What follows belongs to an exercise in optimizing a design on an open flow for small area; a production flow would make more cautious choices. Function was checked by simulation only, so behaviour that the tests miss may differ from the original. Power figures rest on the tool's default switching activity, not on a simulated workload.

`config.mk`:
```
export PLATFORM = sky130hd
export DESIGN_NAME = hevc_rtp_depkt
export DESIGN_NICKNAME = hevc_rtp_depkt
export VERILOG_FILES = /design/flow/design.v
export SDC_FILE = /design/flow/constraint.sdc
export NUM_CORES = 4
export LEC_CHECK = 0
export CAP_MARGIN = 20
export CORE_MARGIN = 2
export CORE_UTILIZATION = 40
export SLEW_MARGIN = 20
```
`constraint.sdc`:
```
create_clock -name core_clock -period 12.0 [get_ports {clk}]
set_input_delay 2.4000 -clock core_clock [delete_from_list [all_inputs] [get_ports {clk}]]
set_output_delay 2.4000 -clock core_clock [all_outputs]
set_load 0.01 [all_outputs]
```
`design.v`:
```
module hevc_rtp_depkt #(
    parameter FU_MAX_FRAGS = 32,
    parameter FU_MAX_BYTES = 16384
) (
    input  wire        clk,
    input  wire        rst,
    input  wire        in_valid,
    input  wire [7:0]  in_data,
    input  wire        in_last,
    input  wire        cfg_donl,
    input  wire        cfg_dond,
    input  wire        dp_reset,
    output reg         d_valid,
    output wire [1:0]  d_kind,
    output wire        d_nalv,
    output wire        d_f,
    output wire [5:0]  d_type,
    output wire [5:0]  d_layer,
    output wire [2:0]  d_tid,
    output wire        d_donl,
    output wire        d_dond,
    output wire [15:0] d_len,
    output wire [15:0] d_off,
    output wire [15:0] d_cnt,
    output reg         r_valid,
    output reg  [3:0]  r_status,
    output wire [18:0] r_hdrlen,
    output wire        r_p,
    output wire        r_x,
    output wire [3:0]  r_cc,
    output wire        r_m,
    output wire [6:0]  r_pt,
    output wire [15:0] r_seq,
    output wire [31:0] r_ts,
    output wire [31:0] r_ssrc,
    output wire        r_nal_f,
    output wire [5:0]  r_nal_type,
    output wire [5:0]  r_nal_layer,
    output wire [2:0]  r_nal_tid,
    output wire [1:0]  r_pos,
    output wire [5:0]  r_nfrag,
    output wire [15:0] r_fragbytes
);
    localparam [3:0] ST_OK_SINGLE = 4'h1, ST_OK_AP = 4'h2, ST_AP_STOPPED = 4'h3,
                     ST_FU_START  = 4'h4, ST_FU_MIDDLE = 4'h5, ST_FU_DONE = 4'h6,
                     ST_FU_SEQ_RESET = 4'h7, ST_FU_OVERFLOW = 4'h8,
                     ST_PACI_DROPPED = 4'h9, ST_RSVD_DROPPED = 4'hA, ST_MALFORMED = 4'hB;
    localparam [1:0] P_NONE = 2'd0, P_START = 2'd1, P_MIDDLE = 2'd2;
    localparam [3:0] S_HDR   = 4'd0,    
                     S_E1    = 4'd1,    
                     S_E2    = 4'd2,
                     S_E3    = 4'd3,
                     S_PH1   = 4'd4,    
                     S_FUH   = 4'd5,    
                     S_FD1   = 4'd6,    
                     S_FD2   = 4'd7,
                     S_PAY   = 4'd8,    
                     S_FDATA = 4'd9,    
                     S_ANEXT = 4'd10,   
                     S_ADL2  = 4'd11,   
                     S_ASZH  = 4'd12,   
                     S_ASZL  = 4'd13,   
                     S_ABODY = 4'd14,   
                     S_ASTOP = 4'd15;   
    reg        sop;           
    reg [13:0] cnt;           
    reg [3:0]  ps;
    reg        vok, hp, hx;   
    reg [3:0]  hcc;
    reg        xpend;         
    reg [87:0] hsr;           
    reg [12:0] hlen;          
    reg        pk_donl, pk_dond;
    reg        ph_f;          
    reg [5:0]  ph_layer;
    reg [2:0]  ph_tid;
    reg        is_ap, is_fu;  
    reg [1:0]  cls;           
    reg [13:0] dstart;
    reg [12:0] szm1;          
    reg        hbig;          
    reg        ap_first;
    reg [7:0]  eb0, eb1;
    reg [1:0]  fu_pos;
    reg [5:0]  fu_nfrag;
    reg [14:0] fu_bytes;      
    reg [14:0] fu_len;        
    reg        st_f;
    reg [5:0]  st_type;
    reg [5:0]  st_layer;
    reg [2:0]  st_tid;
    reg        st_donl, st_dond;
    wire [13:0] cnt_next = sop ? 14'd1 : cnt + 14'd1;
    wire [13:0] dd       = cnt - dstart;         
    wire        dd_hi0   = (dd[13:1] == 13'd0);
    wire        dd_is0   = dd_hi0 && !dd[0];
    wire        dd_is1   = dd_hi0 && dd[0];
    wire [5:0]  ptype    = eb0[6:1];             
    wire        fu_base  = is_fu && !cls[1] && sop;
    wire        len_cin  = !sop && (ps == S_FDATA);
    wire [14:0] len_sum  = (fu_base ? fu_len : {2'b00, hlen}) + {1'b0, dd} + {14'd0, len_cin};
    wire hmatch = dd_is0;     
    wire at_ph0 = (ps == S_HDR) && hmatch && !xpend;
    reg [3:0] ps_n;
    reg       emit_ap;
    always @(*) begin
        ps_n    = ps;
        emit_ap = 1'b0;
        case (ps)
            S_HDR:   if (hmatch) ps_n = xpend ? S_E1 : S_PH1;
            S_E1:    ps_n = S_E2;
            S_E2:    ps_n = S_E3;
            S_E3:    ps_n = S_HDR;
            S_PH1:   ps_n = is_ap ? S_ANEXT : (is_fu ? S_FUH : S_PAY);
            S_FUH:   ps_n = pk_donl ? S_FD1 : S_FDATA;
            S_FD1:   ps_n = S_FD2;
            S_FD2:   ps_n = S_FDATA;
            S_ANEXT: ps_n = (ap_first && pk_donl) ? S_ADL2 :
                            (!ap_first && pk_dond) ? S_ASZH : S_ASZL;
            S_ADL2:  ps_n = S_ASZH;
            S_ASZH:  ps_n = S_ASZL;
            S_ASZL:  ps_n = (hbig || {szm1[12:8], in_data} == 13'd0) ? S_ASTOP : S_ABODY;
            S_ABODY: begin
                if (dd == {1'b0, szm1}) begin
                    emit_ap = 1'b1;
                    ps_n    = S_ANEXT;
                end else if (dd_is0 && in_data[6:1] == 6'd48)
                    ps_n = S_ASTOP;
            end
            default: ;
        endcase
    end
    wire complete = !sop && vok && ps_n[3];
    wire hi_byte = (ps == S_E2) || (ps == S_ASZH) ||
                   (ps == S_ANEXT && !(ap_first && pk_donl) && !(!ap_first && pk_dond));
    wire [12:0] ds_add = sop ? {6'd0, {1'b0, in_data[3:0]} + 5'd2, 2'b11} :
                         (ps == S_E3) ? {szm1[10:8], in_data, 2'b00} : 13'd0;
    wire [13:0] ds_sum = cnt_next + {1'b0, ds_add};
    wire        ds_load = sop ||
        (ps == S_HDR && hmatch && (xpend || in_data[6:5] == 2'b11)) ||
        (ps == S_E3) ||
        (ps == S_PH1 && (is_ap || is_fu)) ||
        ps == S_FUH || ps == S_FD1 || ps == S_FD2 ||
        ps == S_ANEXT || ps == S_ADL2 || ps == S_ASZH || ps == S_ASZL;
    wire [1:0]  cls_now  = (ps == S_FUH) ? in_data[7:6] : cls;
    wire        fu_s     = cls_now[1];
    wire        fu_e     = cls_now[0];
    wire        pnone    = (fu_pos == P_NONE);
    wire [14:0] fb_sum   = (fu_s ? 15'd0 : fu_bytes) + len_sum;
    wire        fb_over  = fb_sum[14] && (fb_sum[13:0] != 14'd0);
    wire        nf_over  = fu_nfrag[5];
    reg [3:0] st_n;
    reg       fu_upd;     
    reg       fu_clr;     
    reg       emit_end;
    always @(*) begin
        st_n     = ST_MALFORMED;
        fu_upd   = 1'b0;
        fu_clr   = 1'b0;
        emit_end = 1'b0;
        if (!complete) begin
            st_n = ST_MALFORMED;
        end else if (is_ap) begin
            st_n = (ps_n == S_ANEXT) ? ST_OK_AP : ST_AP_STOPPED;
        end else if (ptype[5:4] != 2'b11) begin
            st_n     = ST_OK_SINGLE;
            emit_end = 1'b1;
        end else if (is_fu) begin
            fu_clr = 1'b1;
            if (fu_s) begin
                if (pnone) begin
                    st_n   = ST_FU_START;
                    fu_upd = 1'b1;
                end else
                    st_n = ST_FU_SEQ_RESET;
            end else if (pnone) begin
                st_n = ST_FU_SEQ_RESET;
            end else if (fu_e) begin
                st_n     = ST_FU_DONE;
                emit_end = 1'b1;
            end else if (nf_over || fb_over) begin
                st_n = ST_FU_OVERFLOW;
            end else begin
                st_n   = ST_FU_MIDDLE;
                fu_upd = 1'b1;
            end
        end else if (ptype == 6'd50) begin
            st_n = ST_PACI_DROPPED;
        end else begin
            st_n = ST_RSVD_DROPPED;
        end
    end
    wire acc  = in_valid && !sop;      
    wire last = in_valid && in_last;
    always @(posedge clk) begin
        if (in_valid) begin
            cnt <= cnt_next;
            if (ds_load)
                dstart <= {ds_sum[13] | (!sop && ps == S_E3 && hbig), ds_sum[12:0]};
        end
        if (in_valid && sop) begin
            vok     <= (in_data[7:6] == 2'd2);
            hp      <= in_data[5];
            hx      <= in_data[4];
            hcc     <= in_data[3:0];
            xpend   <= in_data[4];
            pk_donl <= cfg_donl;
            pk_dond <= cfg_dond;
            ps      <= S_HDR;
            if (fu_pos == P_NONE) begin
                st_donl <= cfg_donl;
                st_dond <= cfg_dond;
            end
        end
        if (acc) begin
            ps <= ps_n;
            if (cnt[13:4] == 10'd0 && !(cnt[3] && cnt[2]))
                hsr <= {hsr[79:0], in_data};
            if (ps == S_HDR && hmatch)
                xpend <= 1'b0;
            if (at_ph0) begin
                hlen     <= cnt[12:0];
                ph_f     <= in_data[7];
                ph_layer[5] <= in_data[0];
                is_ap    <= (in_data[6:1] == 6'd48);
                is_fu    <= (in_data[6:1] == 6'd49);
                if (fu_pos == P_NONE) begin
                    st_f        <= in_data[7];
                    st_layer[5] <= in_data[0];
                end
            end
            if (ps == S_PH1) begin
                ph_layer[4:0] <= in_data[7:3];
                ph_tid        <= in_data[2:0];
                ap_first      <= 1'b1;
                if (fu_pos == P_NONE) begin
                    st_layer[4:0] <= in_data[7:3];
                    st_tid        <= in_data[2:0];
                end
            end
            if (at_ph0 || (ps == S_ABODY && dd_is0))
                eb0 <= in_data;
            if (ps == S_PH1 || (ps == S_ABODY && dd_is1))
                eb1 <= in_data;
            if (hi_byte) begin
                szm1[12:8] <= in_data[4:0];
                hbig       <= (ps == S_E2) ? (in_data[7:3] != 5'd0) : (in_data[7:5] != 3'd0);
            end
            if (ps == S_ASZL)
                szm1 <= {szm1[12:8], in_data} - 13'd1;
            if (ps == S_FUH) begin
                cls <= in_data[7:6];
                if (fu_pos == P_NONE)
                    st_type <= in_data[5:0];
            end
            if (emit_ap)
                ap_first <= 1'b0;
        end
        if (r_valid && r_status[3:1] == 3'b010)
            fu_len <= len_sum;
        if (rst) begin
            sop      <= 1'b1;
            fu_pos   <= P_NONE;
            fu_nfrag <= 6'd0;
            fu_bytes <= 15'd0;
            d_valid  <= 1'b0;
            r_valid  <= 1'b0;
        end else begin
            r_valid <= last;
            d_valid <= acc && ((emit_ap && vok) || (in_last && emit_end));
            if (in_valid)
                sop <= in_last;
            if (last) begin
                r_status <= st_n;
                if (fu_clr) begin
                    fu_pos   <= fu_upd ? (fu_s ? P_START : P_MIDDLE) : P_NONE;
                    fu_nfrag <= fu_upd ? fu_nfrag + 6'd1 : 6'd0;
                    fu_bytes <= fu_upd ? fb_sum : 15'd0;
                end
            end
            if (dp_reset) begin
                fu_pos   <= P_NONE;
                fu_nfrag <= 6'd0;
                fu_bytes <= 15'd0;
            end
        end
    end
    assign d_kind  = {is_fu, is_ap};
    assign d_nalv  = !(is_ap && dd_is1);
    assign d_f     = is_fu ? st_f     : eb0[7];
    assign d_type  = is_fu ? st_type  : eb0[6:1];
    assign d_layer = is_fu ? st_layer : {eb0[0], eb1[7:3]};
    assign d_tid   = is_fu ? st_tid   : eb1[2:0];
    assign d_donl  = is_fu ? st_donl  : pk_donl;
    assign d_dond  = is_fu ? st_dond  : pk_dond;
    assign d_len   = {1'b0, len_sum};
    assign d_off   = {2'b00, dstart};
    assign d_cnt   = {2'b00, dd};
    assign r_hdrlen    = {6'd0, hlen};
    assign r_p         = hp;
    assign r_x         = hx;
    assign r_cc        = hcc;
    assign r_m         = hsr[87];
    assign r_pt        = hsr[86:80];
    assign r_seq       = hsr[79:64];
    assign r_ts        = hsr[63:32];
    assign r_ssrc      = hsr[31:0];
    assign r_nal_f     = ph_f;
    assign r_nal_type  = is_ap ? 6'd48 : eb0[6:1];
    assign r_nal_layer = ph_layer;
    assign r_nal_tid   = ph_tid;
    assign r_pos       = fu_pos;
    assign r_nfrag     = fu_nfrag;
    assign r_fragbytes = {1'b0, fu_bytes};
endmodule
```
`flow/run.sh`:
```
#!/bin/bash
# Layout flow: the standard ORFS flow (standard.sh, unchanged synthesis),
# with the port buffers made of the smallest buffer cell and a coarser
# clock tree without dummy loads.
set -euo pipefail
bash standard.sh finish \
  "BUFFER_PORTS_ARGS=-buffer_cell sky130_fd_sc_hd__buf_1" \
  "CTS_ARGS=-sink_clustering_enable -repair_clock_nets -dont_use_dummy_load -sink_clustering_size 30 -sink_clustering_max_diameter 80" \
  > standard_flow.log 2>&1
```
`standard.sh`:
```
#!/bin/bash
# synth_recipe.tcl (not shown) runs the flow's synth.tcl, then flattens the netlist and writes it again
# the make line also repeats each setting of config.mk as NAME=value (left out here)
make -C /OpenROAD-flow-scripts/flow DESIGN_CONFIG=/design/flow/config.mk WORK_HOME=/design/flow/orfs CLKGATE_MAP_FILE= SYNTH_SCRIPT=/design/flow/synth_recipe.tcl "${@:-finish}"
```
==> flow_metrics.tcl, run 1 <==
set metrics [dict create \
    setup_violations 0 \
    rsz0062_at_grt "no" \
    n_fill_cell 2937 \
    row_count 65 \
    async_reset_ff_share_pct 0 \
    coreArea_um2 31300 \
    clockBufferDepth 3 \
    fin_crit_sh_pct 61.9 \
    clock_latency_ns 0.52 \
    grt_max_degree 89 \
    period_minus_slack_ns 7.42 \
    port_buffers 230 \
    drive_above_1_share_pct 6.20 \
    place.gp.congestion 0.874 \
    fmax_mhz 135 \
    power_density_nw_per_um2 136 \
    highest_layer "met4" \
    wire_per_inst_um 19.0 \
    syn_inst 1055 \
    cp_max_fo 28 \
    synth_flop_cell "edfxtp_1" \
    grtUsageTotal_pct 18.8 \
    start_util_pct 40.3 \
    wl_met3_um 1530 \
    required_ns 9.60 \
    die_w_um 182 \
    finalSetupTns_ns 0 \
    ctsHoldBuffers 0 \
    netlist_area_um2 12600 \
    post_cts_resized 0 \
    cts_root_buf "clkbuf_16" \
    worstHoldPathCells 0 \
    holdWs_ns 0.444 \
    arrival_ns 5.02 \
    ioPinCount 243 \
    dr.pass1.iters 5 \
    dieArea_um2 33000 \
    vias 8860 \
    ff2ff_path_depth 28 \
    utilization_pct 45.8 \
    diodes 0 \
    grt_pass1_wl_um 48400 \
    layout_commonest_cell "buf_1" \
    ant_nets 0 \
    synth_area_per_cell_um2 12.0 \
    cp-end-kind "output port" \
    cts.clk_slew.worst_paths_ns 0.11 \
    nets 1351 \
    layoutNonFillerInstCount 1676 \
    h-tree-depth 1 \
    numClockSinks 251 \
    placed_cells 1659 \
    cp-start-kind "flip-flop" \
    rr_startpoint "is_fu" \
    yosys_warnings 1 \
    cts_tree "done" \
    grt-ovfl-total 0 \
    synth_area_leaders "edfxtp_1 (53%), ha_1 (5.5%), dfxtp_1 (4.3%)" \
    cap_violations 0 \
    crit_start "is_fu" \
    grt_pass1_vias 8396 \
    r2r-end "fu_bytes[13]" \
    yosysUniqueCellTypes 76 \
    dr_wl_met2_um 15700 \
    clock_skew_ns 0.0657 \
    area_delta_synth_final_pct 13.6 \
    post-cts-setup-buffers 0 \
    ir_worst_vdd_mv 0.0940 \
    synth-seq-area-share_pct 57.6 \
    viasPerCell 5.29 \
    routed_wl_um 31800 \
    cts_buffers 16 \
    path_class "reg -> out" \
    place_hpwl_um 23600 \
    finalMaxSlewViolations 0 \
    drt_iter0_markers 703 \
    fp.dieH_um 182 \
    finalHoldViolCount 0 \
    synth_top_area_cell "edfxtp_1" \
    synth-seq-cells 251 \
    worstMarginPinSlew_ns 1.14 \
    wl_met1_um 14000 \
    drc 0 \
    r2r_slack_ns 5.03 \
    synth_edf_count 224 \
    min-delay-start "hsr[24]" \
    synth_top_area_share_pct 53.3 \
    power_mw 1.96 \
    whs_endpoint "hsr[32]" \
    hp-class "reg -> reg" \
    max_slew_margin_pct 24.0 \
    final_cell_mix "buf_1 (230), edfxtp_1 (224), nand2_1 (89)" \
    outcome "finished clean" \
    grt_antenna_before_repair 0 \
    p_leak_nw 5.08 \
]
Yosys cell counts (12+ instances only):
| cell | number |
|---|---|
| a21o_1 | 12 |
| a21oi_1 | 47 |
| and2_1 | 24 |
| buf_4 | 15 |
| clkbuf_1 | 25 |
| dfxtp_1 | 27 |
| edfxtp_1 | 224 |
| ha_1 | 56 |
| inv_1 | 56 |
| mux2_2 | 18 |
| nand2_1 | 89 |
| nand3_1 | 24 |
| nor2_1 | 85 |
| nor2b_1 | 14 |
| nor3_1 | 25 |
| nor4_1 | 21 |
| o21ai_0 | 29 |
| xnor2_1 | 48 |
| xor2_1 | 36 |
per-layer routing:
layer / track usage (%) / vias to the layer above
met5: 0 / -
met4: 4.49 / 0
met3: 2.77 / 40
met2: 32.4 / 232
met1: 25.0 / 4308
li1: - / 4280
critical path: stages, from the launching register on:
cell and delay [ns]:
edfxtp_1 0.33, buf_4 0.35, nand3b_2 0.40, inv_1 0.40, nand2_1 0.09, nand2_1 0.09
ha_1 0.23, a21o_1 0.18, a21oi_1 0.22, o21bai_1 0.10, a21o_1 0.21, maj3_1 0.36
a21oi_1 0.23, o31a_1 0.19, o21ai_0 0.16, maj3_1 0.38, a21oi_1 0.18, xnor2_1 0.21
buf_1 0.20
layout make-up:
| class | instances | area [µm²] | area share, % |
|---|---|---|---|
| well taps | 402 | 503 | 3.51 |
| inverters | 56 | 210 | 1.47 |
| flip-flops and latches | 251 | 7270 | 50.7 |
| clock buffers | 16 | 400 | 2.79 |
| repair buffers | 244 | 988 | 6.89 |
| multi-input cells | 707 | 4970 | 34.7 |
kinds of logic after synthesis:
group / Yosys count / synth area share, %
AOI/OAI and AO/OA: 179 / 10.0
other: 1 / 0.0297
DFF: 251 / 57.6
xor gates and xnor gates: 88 / 6.54
buffers and inverters: 108 / 3.84
and+or+nand+nor: 337 / 13.2
muxes: 27 / 2.32
adders and majority gates: 64 / 6.50
stage by stage:
step                cell area (µm²)  worst slack [ns]
finish                        14300              4.58
global route                  14300              4.08
CTS                           14300              4.51
detailed placement            13900              5.07
global placement              13900              5.15
floorplan                     12700              5.68
sequential cells by signal (all words and copies together) (netlist names), 8 cells and up:
register / cells
hsr: 88
fu_bytes: 15
fu_len: 15
cnt: 14
dstart: 14
hlen: 13
szm1: 13
eb0: 8
eb1: 8
power by group:
group,switching [mW],internal (mW),total [mW]
logic,0.294,0.163,0.457
clock network,0.278,0.238,0.516
registers,0.0141,0.969,0.983
total,0.586,1.37,1.96
worst max path at each step:
stage	endpoint	slack, ns	cells past startpoint
6_report	d_len[13]	4.58	18
5_1_grt	d_len[13]	4.08	18
4_1_cts	d_len[12]	4.51	19
3_5_place_dp	fu_bytes[0]	5.07	28
3_3_place_gp	d_len[13]	5.15	18
2_1_floorplan	d_len[13]	5.68	16
==> run 2, diff against run 1 <==
--- a/design.v
+++ b/design.v
@@ -48,7 +48,6 @@
     localparam [1:0] P_NONE = 2'd0, P_START = 2'd1, P_MIDDLE = 2'd2;
     localparam [3:0] S_HDR   = 4'd0,    
-                     S_E1    = 4'd1,    
-                     S_E2    = 4'd2,
-                     S_E3    = 4'd3,
+                     S_ELO   = 4'd1,    
+                     S_EXTD  = 4'd2,    
                      S_PH1   = 4'd4,    
                      S_FUH   = 4'd5,    
@@ -78,5 +77,5 @@
     reg [1:0]  cls;           
     reg [13:0] dstart;
-    reg [12:0] szm1;          
+    reg [12:0] szm1;
     reg        hbig;          
     reg        ap_first;
@@ -102,4 +101,9 @@
     wire hmatch = dd_is0;     
     wire at_ph0 = (ps == S_HDR) && hmatch && !xpend;
+    wire [12:0] sz_in   = {szm1[12:8], in_data};
+    wire        sz_zero = (sz_in == 13'd0);
+    wire        sz_last = (szm1 == 13'd0);
+    wire        sz_load = (ps == S_ASZL) || (ps == S_ELO);
+    wire [12:0] sz_dec  = (sz_load ? sz_in : szm1) - 13'd1;
     reg [3:0] ps_n;
     reg       emit_ap;
@@ -108,8 +112,7 @@
         emit_ap = 1'b0;
         case (ps)
-            S_HDR:   if (hmatch) ps_n = xpend ? S_E1 : S_PH1;
-            S_E1:    ps_n = S_E2;
-            S_E2:    ps_n = S_E3;
-            S_E3:    ps_n = S_HDR;
+            S_HDR:   if (hmatch) ps_n = xpend ? S_ELO : S_PH1;
+            S_ELO:   ps_n = (!hbig && sz_zero) ? S_HDR : S_EXTD;
+            S_EXTD:  if (cnt[1:0] == 2'b11 && !hbig && sz_last) ps_n = S_HDR;
             S_PH1:   ps_n = is_ap ? S_ANEXT : (is_fu ? S_FUH : S_PAY);
             S_FUH:   ps_n = pk_donl ? S_FD1 : S_FDATA;
@@ -120,7 +123,7 @@
             S_ADL2:  ps_n = S_ASZH;
             S_ASZH:  ps_n = S_ASZL;
-            S_ASZL:  ps_n = (hbig || {szm1[12:8], in_data} == 13'd0) ? S_ASTOP : S_ABODY;
+            S_ASZL:  ps_n = (hbig || sz_zero) ? S_ASTOP : S_ABODY;
             S_ABODY: begin
-                if (dd == {1'b0, szm1}) begin
+                if (sz_last) begin
                     emit_ap = 1'b1;
                     ps_n    = S_ANEXT;
@@ -132,12 +135,10 @@
     end
     wire complete = !sop && vok && ps_n[3];
-    wire hi_byte = (ps == S_E2) || (ps == S_ASZH) ||
+    wire hi_byte = (ps == S_HDR && hmatch && xpend) || (ps == S_ASZH) ||
                    (ps == S_ANEXT && !(ap_first && pk_donl) && !(!ap_first && pk_dond));
-    wire [12:0] ds_add = sop ? {6'd0, {1'b0, in_data[3:0]} + 5'd2, 2'b11} :
-                         (ps == S_E3) ? {szm1[10:8], in_data, 2'b00} : 13'd0;
-    wire [13:0] ds_sum = cnt_next + {1'b0, ds_add};
+    wire [13:0] ds_in  = sop ? {7'd0, {1'b0, in_data[3:0]} + 5'd3, in_data[4], 1'b0} : cnt_next;
     wire        ds_load = sop ||
-        (ps == S_HDR && hmatch && (xpend || in_data[6:5] == 2'b11)) ||
-        (ps == S_E3) ||
+        (ps == S_HDR && hmatch && !xpend && in_data[6:5] == 2'b11) ||
+        (ps == S_ELO) || (ps == S_EXTD) ||
         (ps == S_PH1 && (is_ap || is_fu)) ||
         ps == S_FUH || ps == S_FD1 || ps == S_FD2 ||
@@ -197,5 +198,5 @@
             cnt <= cnt_next;
             if (ds_load)
-                dstart <= {ds_sum[13] | (!sop && ps == S_E3 && hbig), ds_sum[12:0]};
+                dstart <= ds_in;
         end
         if (in_valid && sop) begin
@@ -245,8 +246,8 @@
             if (hi_byte) begin
                 szm1[12:8] <= in_data[4:0];
-                hbig       <= (ps == S_E2) ? (in_data[7:3] != 5'd0) : (in_data[7:5] != 3'd0);
+                hbig       <= (in_data[7:5] != 3'd0);
             end
-            if (ps == S_ASZL)
-                szm1 <= {szm1[12:8], in_data} - 13'd1;
+            if (sz_load || ps == S_ABODY || (ps == S_EXTD && cnt[1:0] == 2'b11))
+                szm1 <= sz_dec;
             if (ps == S_FUH) begin
                 cls <= in_data[7:6];
==> run.sh (new file) <==
#!/bin/bash
# synth_recipe.tcl (not shown) runs the flow's synth.tcl, then flattens the netlist and writes it again
# the make line also repeats each setting of config.mk as NAME=value (left out here)
make -C /OpenROAD-flow-scripts/flow DESIGN_CONFIG=/design/flow/config.mk WORK_HOME=/design/flow/orfs CLKGATE_MAP_FILE= SYNTH_SCRIPT=/design/flow/synth_recipe.tcl finish
--- a/config.mk
+++ b/config.mk
@@ -9,3 +9,5 @@
 export CORE_MARGIN = 2
 export CORE_UTILIZATION = 40
+export CTS_CLUSTER_DIAMETER = 80
+export CTS_CLUSTER_SIZE = 30
 export SLEW_MARGIN = 20
removed: flow/run.sh
removed: standard.sh
==> run 2 against run 1 <==
- sequential power is essentially flat
- non-clock buffer count shrank 1
- via count shrank 1.8%
- sequential share of layout area shrank 4.5 points
- clock skew shrank 0.020 ns
- core utilization grew 5.7 points
- first-iteration DRC count shrank 2.4%
- global-route usage grew 0.42 points
- total power grew 6.1%
- synthesized cell count shrank 2.9%
- highest routed layer unchanged
==> flow_metrics.tcl, run 2 <==
set metrics [dict create \
    place.gp.congestion 0.878 \
    fmax_mhz 132 \
    ant_nets 0 \
    synth_top_area_cell "edfxtp_1" \
    synth_common_cells "edfxtp_1 (224), nor2_1 (73), nand2_1 (66)" \
    synth_flop_cell "edfxtp_1" \
    grt-ovfl-total 0 \
    register_area_um2 7270 \
    crit_start "is_fu" \
    required_ns 9.60 \
    wire_per_inst_um 19.4 \
    period_minus_slack_ns 7.58 \
    cts_root_buf "clkbuf_16" \
    yosys_warnings 1 \
    cts_tree "done" \
    clockBufferDepth 3 \
    synthXorXnorAreaFrac_pct 4.76 \
    setup_violations 0 \
    drive_above_1_share_pct 7.74 \
    ff2ff_path_depth 22 \
    drt_iter0_markers 686 \
    path_class "reg -> out" \
    outcome "finished clean" \
    largest_register_ffs 88 \
    top_regs "hsr (88), fu_bytes (15), fu_len (15)" \
    cts_buffers 16 \
    vias 8698 \
    routed_wl_um 32000 \
    drc 0 \
    synth-compound-area-share_pct 10.7 \
    finalMaxSlewViolations 0 \
    synth_fa_ha_area_share_pct 5.17 \
    fin_crit_sh_pct 63.2 \
    ctsHoldBuffers 0 \
    place_hpwl_um 23600 \
    grt_pass1_wl_um 49600 \
    p_leak_nw 5.53 \
    ioPinCount 243 \
    grt_pass1_vias 8474 \
    dr.pass1.iters 5 \
    rsz0062_at_grt "no" \
    cts.clk_slew.worst_paths_ns 0.10 \
    worstHoldPathCells 0 \
    dieArea_um2 32500 \
    grt_antenna_before_repair 0 \
    async_reset_ff_share_pct 0 \
    post-cts-setup-buffers 0 \
    die_w_um 180 \
    fp.dieH_um 180 \
    yosys.area_share.simple_pct 13.4 \
    synth_top_area_share_pct 54.1 \
    port_buffers 230 \
    synth-seq-area-share_pct 58.4 \
    r2r_slack_ns 4.70 \
    r2r-end "r_status[2]" \
    worstMarginPinSlew_ns 0.905 \
    yosysMostFrequentCell "edfxtp_1" \
    cp-start-kind "flip-flop" \
    critPathCapture "d_len[12]" \
    final_cell_mix "clkdlybuf4s50_1 (230), edfxtp_1 (224), nor2_1 (72)" \
    synth-seq-cells 251 \
    cp-end-kind "output port" \
    cp_max_fo 29 \
    viasPerCell 5.27 \
    nets 1309 \
    grtUsageTotal_pct 19.2 \
    multi_input_area_um2 4860 \
    grt_max_degree 89 \
    max_slew_margin_pct 38.8 \
    rr_startpoint "is_fu" \
    finalHoldViolCount 0 \
    cap_violations 0 \
    area_delta_synth_final_pct 26.5 \
    synthMuxAreaShare_pct 4.24 \
    diodes 0 \
    synth_top_family_by_area "simple AND/OR/NAND/NOR gates" \
    hp-class "reg -> reg" \
    start_util_pct 40.7 \
    synth_edf_count 224 \
    netlist_area_um2 12400 \
    synth_area_leaders "edfxtp_1 (54%), ha_1 (4.5%), dfxtp_1 (4.3%)" \
    power_density_nw_per_um2 132 \
    arrival_ns 5.18 \
    largest_register "hsr" \
    post_cts_resized 0 \
    syn_inst 1024 \
    ir_worst_vdd_mv 0.123 \
    numClockSinks 251 \
    h-tree-depth 1 \
    row_count 64 \
    finalSetupTns_ns 0 \
    clock_latency_ns 0.53 \
    synth_area_per_cell_um2 12.2 \
    clock_skew_ns 0.0462 \
    power_mw 2.07 \
    yosysUniqueCellTypes 82 \
    coreArea_um2 30600 \
    n_fill_cell 2686 \
    layout_commonest_cell "clkdlybuf4s50_1" \
]
## run 2: cell type report
class	count	area share, %
Timing Repair Buffer	243	15.3
Inverter	42	1.00
Clock inverter	10	0.938
Tap cell	396	3.15
Sequential cell	251	46.2
Clock buffer	17	2.57
Multi-Input combinational cell	691	30.9
## run 2: layer usage
| metal | GRT usage [%] | wire, µm |
|---|---|---|
| met5 | 0 | 0 |
| met4 | 4.39 | 598 |
| met3 | 3.40 | 1790 |
| met2 | 32.8 | 15800 |
| met1 | 25.5 | 13800 |
## run 2: cell families after synthesis
family / after synthesis
simple gates: 315
flops: 251
mux: 49
xor+xnor: 66
other cells: 1
buf+inv: 93
compound gates: 200
fa+ha+maj: 49
## run 2: worst min-delay path by stage
stage | slack, ns | to | startpoint
2_1_floorplan | 0.49 | hlen[3] | cnt[3]
3_3_place_gp | 0.43 | hsr[33] | hsr[25]
3_5_place_dp | 0.43 | hsr[30] | hsr[22]
4_1_cts | 0.45 | hsr[64] | hsr[56]
5_1_grt | 0.46 | hsr[50] | hsr[42]
6_report | 0.45 | hsr[63] | hsr[55]
## run 2: power by group
| group | total (mW) | leakage, nW | switching [mW] | internal, mW |
|---|---|---|---|---|
| Clock | 0.609 | 0.268 | 0.322 | 0.286 |
| Sequential | 0.982 | 2.27 | 0.0143 | 0.967 |
| Combinational | 0.484 | 2.99 | 0.273 | 0.211 |
| Total | 2.07 | 5.53 | 0.610 | 1.46 |
## run 2: metrics by stage
stage          instances  cell area (µm²)  hold WS (ns)  utilization, %  setup slack, ns
4_1_cts             1649            15700         0.448            51.4             4.34
2_1_floorplan       1035            12500         0.489               -             6.01
5_1_grt             1650            15700         0.460            51.4             3.98
3_3_place_gp        1622            15200         0.428            49.6             4.82
3_5_place_dp        1622            15200         0.430            49.6             4.58
6_report            1650            15700         0.448            51.4             4.42
## run 2: worst max-delay path, stage by stage, from the launching register on
cell             delay, ns
edfxtp_1              0.34
buf_4                 0.35
nand3b_2              0.47
mux2i_1               0.25
fa_1                  0.46
fa_1                  0.42
nor2b_1               0.18
o31ai_1               0.12
a21oi_1               0.33
o2111ai_1             0.23
a311oi_2              0.45
nor2_1                0.12
xnor2_1               0.30
clkdlybuf4s50_1       0.61
==> run 3, diff against run 2 <==
==> flow/run.sh (new file) <==
#!/bin/bash
# Layout flow: the standard ORFS flow (standard.sh, unchanged synthesis),
# with the port buffers made of the smallest buffer cell and a coarser
# clock tree without dummy loads.
set -euo pipefail
bash standard.sh finish \
  "BUFFER_PORTS_ARGS=-buffer_cell sky130_fd_sc_hd__buf_1" \
  "CTS_ARGS=-sink_clustering_enable -repair_clock_nets -dont_use_dummy_load -sink_clustering_size 30 -sink_clustering_max_diameter 80" \
  > standard_flow.log 2>&1
==> standard.sh (new file) <==
#!/bin/bash
# synth_recipe.tcl (not shown) runs the flow's synth.tcl, then flattens the netlist and writes it again
# the make line also repeats each setting of config.mk as NAME=value (left out here)
make -C /OpenROAD-flow-scripts/flow DESIGN_CONFIG=/design/flow/config.mk WORK_HOME=/design/flow/orfs CLKGATE_MAP_FILE= SYNTH_SCRIPT=/design/flow/synth_recipe.tcl "${@:-finish}"
--- a/config.mk
+++ b/config.mk
@@ -9,5 +9,3 @@
 export CORE_MARGIN = 2
 export CORE_UTILIZATION = 40
-export CTS_CLUSTER_DIAMETER = 80
-export CTS_CLUSTER_SIZE = 30
 export SLEW_MARGIN = 20
removed: run.sh
==> run 3 against run 2 <==
- clock power is 15% lower
- critical path type unchanged
- total power shrank 6.9%
- highest routed layer unchanged
- wire length shrank 0.41%
- area after synthesis stayed put
- still clean on timing, DRC and antenna
- die area did not move
==> flow_metrics.tcl, run 3 <==
set metrics [dict create \
    outcome "finished clean" \
    hp-class "reg -> reg" \
    slowest_stage "nand3b_2" \
    grt_pass1_wl_um 49000 \
    power_density_nw_per_um2 136 \
    clockBufferDepth 3 \
    grt-ovfl-total 0 \
    utilization_pct 46.3 \
    synth_flop_cell "edfxtp_1" \
    post_cts_resized 0 \
    rr_startpoint "is_fu" \
    grtUsageTotal_pct 18.9 \
    start_util_pct 40.7 \
    netlist_area_um2 12400 \
    ioPinCount 243 \
    drive_above_1_share_pct 7.30 \
    synth-seq-cells 251 \
    layoutNonFillerInstCount 1642 \
    nets 1312 \
    synth_edf_count 224 \
    cts.clk_slew.worst_paths_ns 0.11 \
    top_regs "hsr (88), fu_bytes (15), fu_len (15)" \
    post-cts-setup-buffers 0 \
    timing.critical_path.buf_inv 2 \
    path_delay_family "compound AO/OA/AOI/OAI gates" \
    min-delay-start "hsr[11]" \
    place.gp.congestion 0.860 \
    dp_slack_ns 5.10 \
    required_ns 9.60 \
    synth_area_per_cell_um2 12.2 \
    synth_common_cells "edfxtp_1 (224), nor2_1 (73), nand2_1 (66)" \
    period_minus_slack_ns 7.13 \
    die_w_um 180 \
    synth_top_area_cell "edfxtp_1" \
    port_buffers 230 \
    layout_commonest_cell "buf_1" \
    p_leak_nw 4.88 \
    synth_area_leaders "edfxtp_1 (54%), ha_1 (4.5%), dfxtp_1 (4.3%)" \
    numClockSinks 251 \
    grt_max_degree 89 \
    clock_skew_ns 0.0840 \
    worstMarginPinSlew_ns 1.05 \
    cap_violations 0 \
    ctsHoldBuffers 0 \
    yosysUniqueCellTypes 82 \
    vias 8904 \
    power_mw 1.93 \
    clock_latency_ns 0.53 \
    cp-start-kind "flip-flop" \
    arrival_ns 4.73 \
    dr.pass1.iters 5 \
    dieArea_um2 32500 \
    drc 0 \
    cp_max_fo 29 \
    grt_antenna_before_repair 0 \
    critPathCapture "d_len[14]" \
    wire_per_inst_um 19.4 \
    viasPerCell 5.42 \
    rsz0062_at_grt "no" \
    diodes 0 \
    cp-end-kind "output port" \
    cts_root_buf "clkbuf_16" \
    worst-path-stages 13 \
    synth-seq-area-share_pct 58.4 \
    ir_worst_vdd_mv 0.0912 \
    cts_buffers 16 \
    area_delta_synth_final_pct 13.9 \
    path_class "reg -> out" \
    max_slew_margin_pct 29.8 \
    crit_top_cell "fa_1" \
    n_fill_cell 2908 \
    r2r-end "r_status[2]" \
    largest_register_ffs 88 \
    worstHoldPathCells 0 \
    coreArea_um2 30600 \
    cp_cell_sequence "buf_4 > nand3b_2 > mux2i_1 > fa_1 > fa_1 > nor2b_1 > o31ai_1 > a21oi_1 > o2111ai_1 > a311oi_2 > a31o_2 > xnor2_1 > buf_1" \
    async_reset_ff_share_pct 0 \
    final_cell_mix "buf_1 (230), edfxtp_1 (224), nor2_1 (72)" \
    fp.dieH_um 180 \
    yosysMostFrequentCell "edfxtp_1" \
    synth_top_area_share_pct 54.1 \
    finalMaxSlewViolations 0 \
    place_hpwl_um 23500 \
    setup_ws_ns 4.87 \
    yosys_warnings 1 \
    finalSetupTns_ns 0 \
    setup_violations 0 \
    drt_iter0_markers 845 \
    slowest_delay_ns 0.46 \
    r2r_slack_ns 5.02 \
    row_count 64 \
    h-tree-depth 1 \
    ff2ff_path_depth 22 \
    cts_tree "done" \
    ant_nets 0 \
    fin_crit_sh_pct 59.4 \
    crit_start "is_fu" \
    placed_cells 1626 \
    routed_wl_um 31800 \
    fmax_mhz 140 \
    syn_inst 1024 \
    largest_register "hsr" \
    finalHoldViolCount 0 \
    grt_pass1_vias 8416 \
]
## run 3: logic make-up after synthesis
kind of cell	after synthesis	synth area share, %
xor gates and xnor gates	66	4.76
buffers and inverters	93	3.30
DFF	251	58.4
other	1	0.0301
muxes	49	4.24
and+or+nand+nor	315	13.4
adders and majority gates	49	5.17
AOI/OAI and AO/OA	200	10.7
## run 3: through the flow
stage | hold slack, ns | instance area (µm²)
CTS | 0.440 | 14200
global route | 0.457 | 14200
finish | 0.445 | 14200
detailed placement | 0.429 | 13800
global placement | 0.427 | 13700
floorplan | 0.489 | 12500
## run 3: layout make-up
class | instances | area, µm² | share of cell area [%]
timing repair buffer | 246 | 987 | 6.97
multi-input combinational | 691 | 4860 | 34.3
inverter | 42 | 158 | 1.11
tap | 396 | 495 | 3.50
clock buffer | 16 | 400 | 2.83
sequential | 251 | 7270 | 51.3
## run 3: how the worst min path moves through the flow
stage,to,slack [ns]
2_1_floorplan,hlen[3],0.49
3_3_place_gp,hsr[67],0.43
3_5_place_dp,hsr[10],0.43
4_1_cts,hsr[19],0.44
5_1_grt,hsr[19],0.46
6_report,hsr[19],0.45
## run 3: metal layers
layer	GRT usage, %	wire [µm]	up-vias	part of all wire (%)
met4	6.81	1170	0	3.7
met5	0	0	-	0
met2	31.2	15100	295	47
li1	-	-	4226	-
met3	2.87	1840	61	5.8
met1	25.4	13800	4322	43
## run 3: power breakdown
part	internal (mW)	total, mW	switching, mW
Clock	0.238	0.518	0.279
Combinational	0.156	0.432	0.276
Sequential	0.967	0.982	0.0144
==> run 4, diff against run 3 <==
==> flow/run.sh (replaced) <==
#!/bin/bash
# Layout flow: the standard ORFS flow (standard.sh, unchanged synthesis),
# with the port buffers made of the smallest buffer cell, a coarser clock
# tree without dummy loads, and power recovery (downsizing of gates off the
# critical paths) after global routing.
set -euo pipefail
bash standard.sh finish \
  "BUFFER_PORTS_ARGS=-buffer_cell sky130_fd_sc_hd__buf_1" \
  "CTS_ARGS=-sink_clustering_enable -repair_clock_nets -dont_use_dummy_load -sink_clustering_size 30 -sink_clustering_max_diameter 80" \
  "RECOVER_POWER=100" \
  > standard_flow.log 2>&1
==> run 4 against run 3 <==
- now fails the layout checks on capacitance limit, slew limit
- synthesized cell count unchanged
- worst setup slack got worse by 1.9 ns
- sequential power hardly changed
- global-route usage unchanged
- non-clock buffer count unchanged
- combinational power down 2%
- sequential cell count is the same
- sequential share of layout area up 0.53 points
==> flow_metrics.tcl, run 4 <==
set metrics [dict create \
    yosysMostFrequentCell "edfxtp_1" \
    worstMarginPinSlew_ns 4.68 \
    clock_skew_ns 0.0860 \
    ir_worst_vdd_mv 0.0908 \
    grtUsageTotal_pct 18.9 \
    final_area_um2 14000 \
    dr.pass1.iters 5 \
    rsz0062_at_grt "no" \
    seq_power_share_pct 51.1 \
    p_comb_share_pct 22.1 \
    setup_violations 0 \
    drc 0 \
    synth_area_leaders "edfxtp_1 (54%), ha_1 (4.5%), dfxtp_1 (4.3%)" \
    place_area_um2 13800 \
    switching_power_mw 0.565 \
    power_mw 1.92 \
    required_ns 12.29 \
    holdWs_ns 0.446 \
    synth-seq-cells 251 \
    switching_share_pct 29.4 \
    post-cts-setup-buffers 0 \
    cap_violations 5 \
    cp-end-kind "flip-flop" \
    dieArea_um2 32500 \
    worstHoldPathCells 0 \
    synth_area_per_cell_um2 12.2 \
    rr_startpoint "is_fu" \
    area_delta_synth_final_pct 12.7 \
    cts.clk_slew.worst_paths_ns 0.11 \
    ioPinCount 243 \
    p_clk_share_pct 26.8 \
    nets 1312 \
    place_hpwl_um 23500 \
    whs_endpoint "hsr[19]" \
    largest_register "hsr" \
    crit_start "is_fu" \
    grt_max_degree 89 \
    yosys_warnings 1 \
    die_w_um 180 \
    coreArea_um2 30600 \
    ctsHoldBuffers 0 \
    layout_commonest_cell "buf_1" \
    netlist_area_um2 12400 \
    p_int_mw 1.36 \
    cts_buffers 16 \
    ant_nets 0 \
    arrival_ns 9.31 \
    synth_top_area_share_pct 54.1 \
    synth_top_area_cell "edfxtp_1" \
    fp.dieH_um 180 \
    ff2ff_path_depth 23 \
    fin_crit_sh_pct 75.2 \
    slowest_stage "clkbuf_1" \
    row_count 64 \
    largest_register_ffs 88 \
    h-tree-depth 1 \
    cp_cell_sequence "clkbuf_1 > nand3b_1 > mux2i_1 > fa_1 > fa_1 > nor2b_1 > o31ai_1 > a21oi_1 > nand4bb_2 > a311oi_1 > nor2_1 > xnor2_1 > ha_1 > o21ai_0 > nor2b_1 > or3_1 > o221a_2 > a211o_1 > mux2i_1 > nor4_1 > a22oi_1 > clkbuf_1 > o21ai_0" \
    cp_max_fo 29 \
    async_reset_ff_share_pct 0 \
    finalMaxSlewViolations 183 \
    port_buffers 230 \
    finalSetupTns_ns 0 \
    power_density_nw_per_um2 137 \
    grt_antenna_before_repair 0 \
    clock_latency_ns 0.53 \
    grt_pass1_vias 8416 \
    grt-ovfl-total 0 \
    synth_flop_cell "edfxtp_1" \
    viasPerCell 5.42 \
    grt_pass1_wl_um 49000 \
    clockBufferDepth 3 \
    final_cell_mix "buf_1 (226), edfxtp_1 (224), nor2_1 (73)" \
    wire_per_inst_um 19.4 \
    period_minus_slack_ns 9.03 \
    numClockSinks 251 \
    diodes 0 \
    cp-start-kind "flip-flop" \
    place.gp.congestion 0.860 \
    min-delay-start "hsr[11]" \
    cts_root_buf "clkbuf_16" \
    routed_wl_um 31900 \
    yosysUniqueCellTypes 82 \
    n_fill_cell 2936 \
    start_util_pct 40.7 \
    outcome "finished with violations" \
    path_class "reg -> reg" \
    syn_inst 1024 \
    finalHoldViolCount 0 \
    r2r_slack_ns 2.97 \
    vias 8899 \
    post_cts_resized 0 \
    synth-seq-area-share_pct 58.4 \
    p_leak_nw 4.78 \
    slowest_delay_ns 1.19 \
    drt_iter0_markers 822 \
    drive_above_1_share_pct 4.82 \
    top_regs "hsr (88), fu_bytes (15), fu_len (15)" \
    hp-class "reg -> reg" \
    cts_tree "done" \
    r2r-end "fu_bytes[7]" \
    synth_edf_count 224 \
    synth_common_cells "edfxtp_1 (224), nor2_1 (73), nand2_1 (66)" \
    violations "capacitance limit, slew limit" \
    max_slew_margin_pct -212 \
    fmax_mhz 111 \
]
==> run 4: cell type report <==
| cell class | instances | area, µm² | area share, % |
|---|---|---|---|
| Multi-Input combinational cell | 691 | 4770 | 34.0 |
| Timing Repair Buffer | 246 | 931 | 6.64 |
| Sequential cell | 251 | 7270 | 51.8 |
| Clock buffer | 16 | 400 | 2.85 |
| Inverter | 42 | 158 | 1.12 |
| Tap cell | 396 | 495 | 3.53 |
==> run 4: worst max-delay path by stage <==
stage,endpoint,cells after the start
after floorplan,r_status[2],25
after global placement,r_status[2],14
after detailed placement,r_status[2],22
after CTS,d_len[14],13
after global routing,fu_bytes[7],23
final,fu_bytes[7],23
==> run 4: logic make-up after synthesis <==
kind of cell	after synthesis	share of synthesized area (%)
DFF	251	58.4
buffers and inverters	93	3.30
AOI/OAI and AO/OA	200	10.7
xor gates and xnor gates	66	4.76
muxes	49	4.24
and+or+nand+nor	315	13.4
adders and majority gates	49	5.17
other	1	0.0301
==> run 4: power by group through the flow <==
stage | clock [mW] | sequential [mW] | combinational (mW)
after floorplan | 0 | 0.998 | 0.303
after detailed placement | 0 | 1.00 | 0.429
after global routing | 0.562 | 0.984 | 0.473
final | 0.516 | 0.982 | 0.425
after CTS | 0.535 | 0.982 | 0.431
after global placement | 0 | 1.00 | 0.424
==> run 4: routing by layer <==
layer  vias up  GRT usage, %  share of wire (%)
li1       4228             -                  -
met1      4305          25.4                 43
met2       303          31.2                 47
met3        63          2.87                6.4
met4         0          6.81                3.7
met5         -             0                  0
==> run 4: metrics by stage <==
stage / std cells / util, % / worst slack [ns]
finish: 1642 / 45.8 / 2.97
CTS: 1642 / 46.3 / 4.80
detailed placement: 1626 / 45.0 / 5.10
floorplan: 1035 / - / 6.01
global route: 1642 / 45.8 / 2.33
global placement: 1626 / 44.9 / 5.23
==> run 4: critical path: cells and delay by family (launching register included) <==
| kind | cells | cell delay (ns) |
|---|---|---|
| compound gates | 8 | 2.26 |
| xor+xnor | 1 | 0.20 |
| fa+ha+maj | 3 | 1.31 |
| buf+inv | 2 | 1.89 |
| flops | 1 | 0.32 |
| mux | 2 | 0.69 |
| simple gates | 7 | 2.10 |

## separate check: timing with driven ports
The results above use ideal ports. As a check the final layouts listed here were re-extracted and re-timed, cells and wires unchanged. Step 1, drivers: a clkbuf_16 drives clk and a buf_2 each remaining input, both assumed. Step 2 adds t to the input delays and takes it off the output delays; t is the mean of the earliest and latest rising clock arrival at the registers after step 1. Input paths then give back, and output paths get back, about the clock's delay inside the block. Slacks: ideal / step 1 / step 2; pairs: ideal / step 1.
run	t, ns	slack for setup (ns)	worst setup path after step 2
run 1	0.533	4.575 / 4.529 / 5.031	register to register
run 2	0.551	4.417 / 4.369 / 4.484	input to register
run 3	0.537	4.873 / 4.828 / 5.016	register to register
run 4	0.538	2.973 / 2.973 / 2.973	register to register
